Background: an optimization exercise with open tools, aiming at small area, a short achievable clock period and few clock cycles per item. Do not read the settings as production practice.
The RTL was checked by simulation tests, not by an equivalence proof against the original design.

Design ltae_lut, start of the top module:
module ltae_lut (
    input  wire        clk,
    input  wire        rst,
    input  wire        start,
    input  wire [1:0]  op,        
    input  wire [31:0] arg0,
    input  wire [31:0] arg1,
    output wire        busy,
    output reg         done,
    output wire [31:0] result,
    output reg         dom_err
);
Size in the first run: about 12000 cells after synthesis, roughly 120 flip-flops, roughly 100 I/O pins.
clock: 24.0 ns
lec_check: 0
abc_area: 1
cap_margin: 40
core_margin: 2
core_utilization: 45
slew_margin: 40
synth_memory_max_bits: 65536
standard.sh (not shown) runs the stock make flow with config.mk's settings and CLKGATE_MAP_FILE= SYNTH_SCRIPT=/design/flow/synth_recipe.tcl, a recipe that flattens the netlist after the stock synthesis.
==> flow/flow/run.sh <==
#!/bin/bash
# Own flow: the standard layout at the design's clock period and
# constraints, with two changes in how it is made:
#  - synthesis is the standard one except that full/half adders are not
#    extracted into adder cells (ADDER_MAP_FILE empty), so ABC maps the
#    arithmetic as ordinary gates; registers are unchanged;
#  - timing repair is asked to leave extra setup slack, so the layout is
#    optimized for a shorter achieved period.
set -euo pipefail
bash standard.sh ADDER_MAP_FILE= synth > log_synth.txt 2>&1
bash standard.sh SETUP_SLACK_MARGIN=15 finish > log_layout.txt 2>&1
Testbench counts at the start, summed over its fixed seeds: cycles 13,411, items 4,000.
Edit:
--- a/flow/design.v
+++ b/flow/design.v
@@ -351,14 +351,15 @@
         end
     endfunction
     wire [31:0] sqrt_v, pk_v;
     wire [30:0] sin_mag;
     ltae_rom_sqrt  u_sqrt (.idx(idx[6:0]), .val(sqrt_v));
     ltae_rom_pow10 u_pow  (.k(k), .val(pk_v));
-    ltae_rom_sin   u_sin  (.idx(idx[6:0]), .val(sin_mag));
-    wire [31:0] sin_v = {idx[7], sin_mag};
+    wire [6:0] sin_j = idx[6] ? (7'd64 - {1'b0, idx[5:0]}) : {1'b0, idx[5:0]};
+    ltae_rom_sin   u_sin  (.idx(sin_j), .val(sin_mag));
+    wire [31:0] sin_v = {idx[7] & (sin_mag != 31'd0), sin_mag};
     wire [23:0] fin_m = rb[23:0] + {23'd0, rb[24]};
     wire [7:0]  fin_e = ea + {7'd0, fin_m[23] ^ rb[23]};
     wire [31:0] fin_v = {1'b0, fin_e, fin_m[22:0]};
     assign result = (osel == O_SIN)  ? sin_v :
                     (osel == O_SQRT) ? sqrt_v : fin_v;
     wire [47:0] prod;
@@ -386,15 +387,12 @@
     ltae_fastchk u_fc (.p(prod), .zs(zs), .n(fp_n), .ok(fp_ok));
     wire        j2pi;
     wire [7:0]  tidx;
     wire        tdom;
     ltae_div2pi_fix u_fix (.qt(rb[25:0]), .j(j2pi));
     ltae_fpack      u_idx (.sa(sa), .ea(ea), .qt(rb[25:0]), .j(j2pi), .idx(tidx), .dom(tdom));
-    wire [7:0]  ti   = {tidx[7:6] + {1'b0, cosf}, tidx[5:0]};
-    wire [6:0]  sin_j = ti[6] ? (7'd64 - {1'b0, ti[5:0]}) : {1'b0, ti[5:0]};
-    wire        sin_neg = ti[7] & (sin_j != 7'd0);
     wire [31:0] v_sum;
     ltae_fadd u_add (.a(rb), .b({1'b0, ea, mxr[22:0]}), .y(v_sum));
     wire a_nan = (arg0[30:23] == 8'hFF) & (arg0[22:0] != 23'd0);
     wire a_inf = (arg0[30:23] == 8'hFF) & (arg0[22:0] == 23'd0);
     wire b_nan = (arg1[30:23] == 8'hFF) & (arg1[22:0] != 23'd0);
     wire b_inf = (arg1[30:23] == 8'hFF) & (arg1[22:0] == 23'd0);
@@ -459,13 +457,13 @@
             if (st[I_T1]) begin
                 rb[25:0] <= prod[47:22];
                 st[I_T1] <= 1'b0;
                 st[I_T2] <= 1'b1;
             end
             if (st[I_T2]) begin
-                idx     <= {sin_neg, sin_j};
+                idx     <= {tidx[7:6] + {1'b0, cosf}, tidx[5:0]};
                 osel    <= O_SIN;
                 done    <= 1'b1;
                 dom_err <= tdom;
                 st[I_T2]   <= 1'b0;
                 st[I_IDLE] <= 1'b1;
             end
Wire length drops by 0.57%.
Count of clock-buffer cells in the layout drops by 1.
Final cell count drops by 0.39%.
Die area climbs by 0.44%.
Worst setup slack gains 100 ps.
Final area climbs by about 0.75%.
Via count barely changes.
Testbench counts after the change, summed over its fixed seeds: cycles 13,411, items 4,000.

==> what the ideal ports hide <==
How much do the figures lean on ideal ports? The routed layouts below were timed once more, with nothing changed but the port constraints. Step 1 assumes that a clkbuf_16 drives the clock port and a buf_2 every other input. Step 2 also shifts input and output timing later by t, the mid clock arrival at the registers, as if the neighbouring blocks saw the same clock. a / b / c = no drivers / after step 1 / after step 2; a / b = the first two.
run | shift t [ns] | setup WS [ns] | worst hold slack (ns) | worst data-port slew with drivers (ns) | pins driven straight from the clock port
the first run | 0.565 | 14.711 / 14.630 / 14.582 | 0.512 / 0.512 / 0.512 | 0.08 | 1
the second run | 0.546 | 14.813 / 14.747 / 14.509 | 0.487 / 0.487 / 0.487 | 0.16 | 1
After both steps setup and hold are still met in every run listed. The setup slack of the second run, which loses most, moves by -0.066 ns with the drivers and by -0.304 ns with both steps.
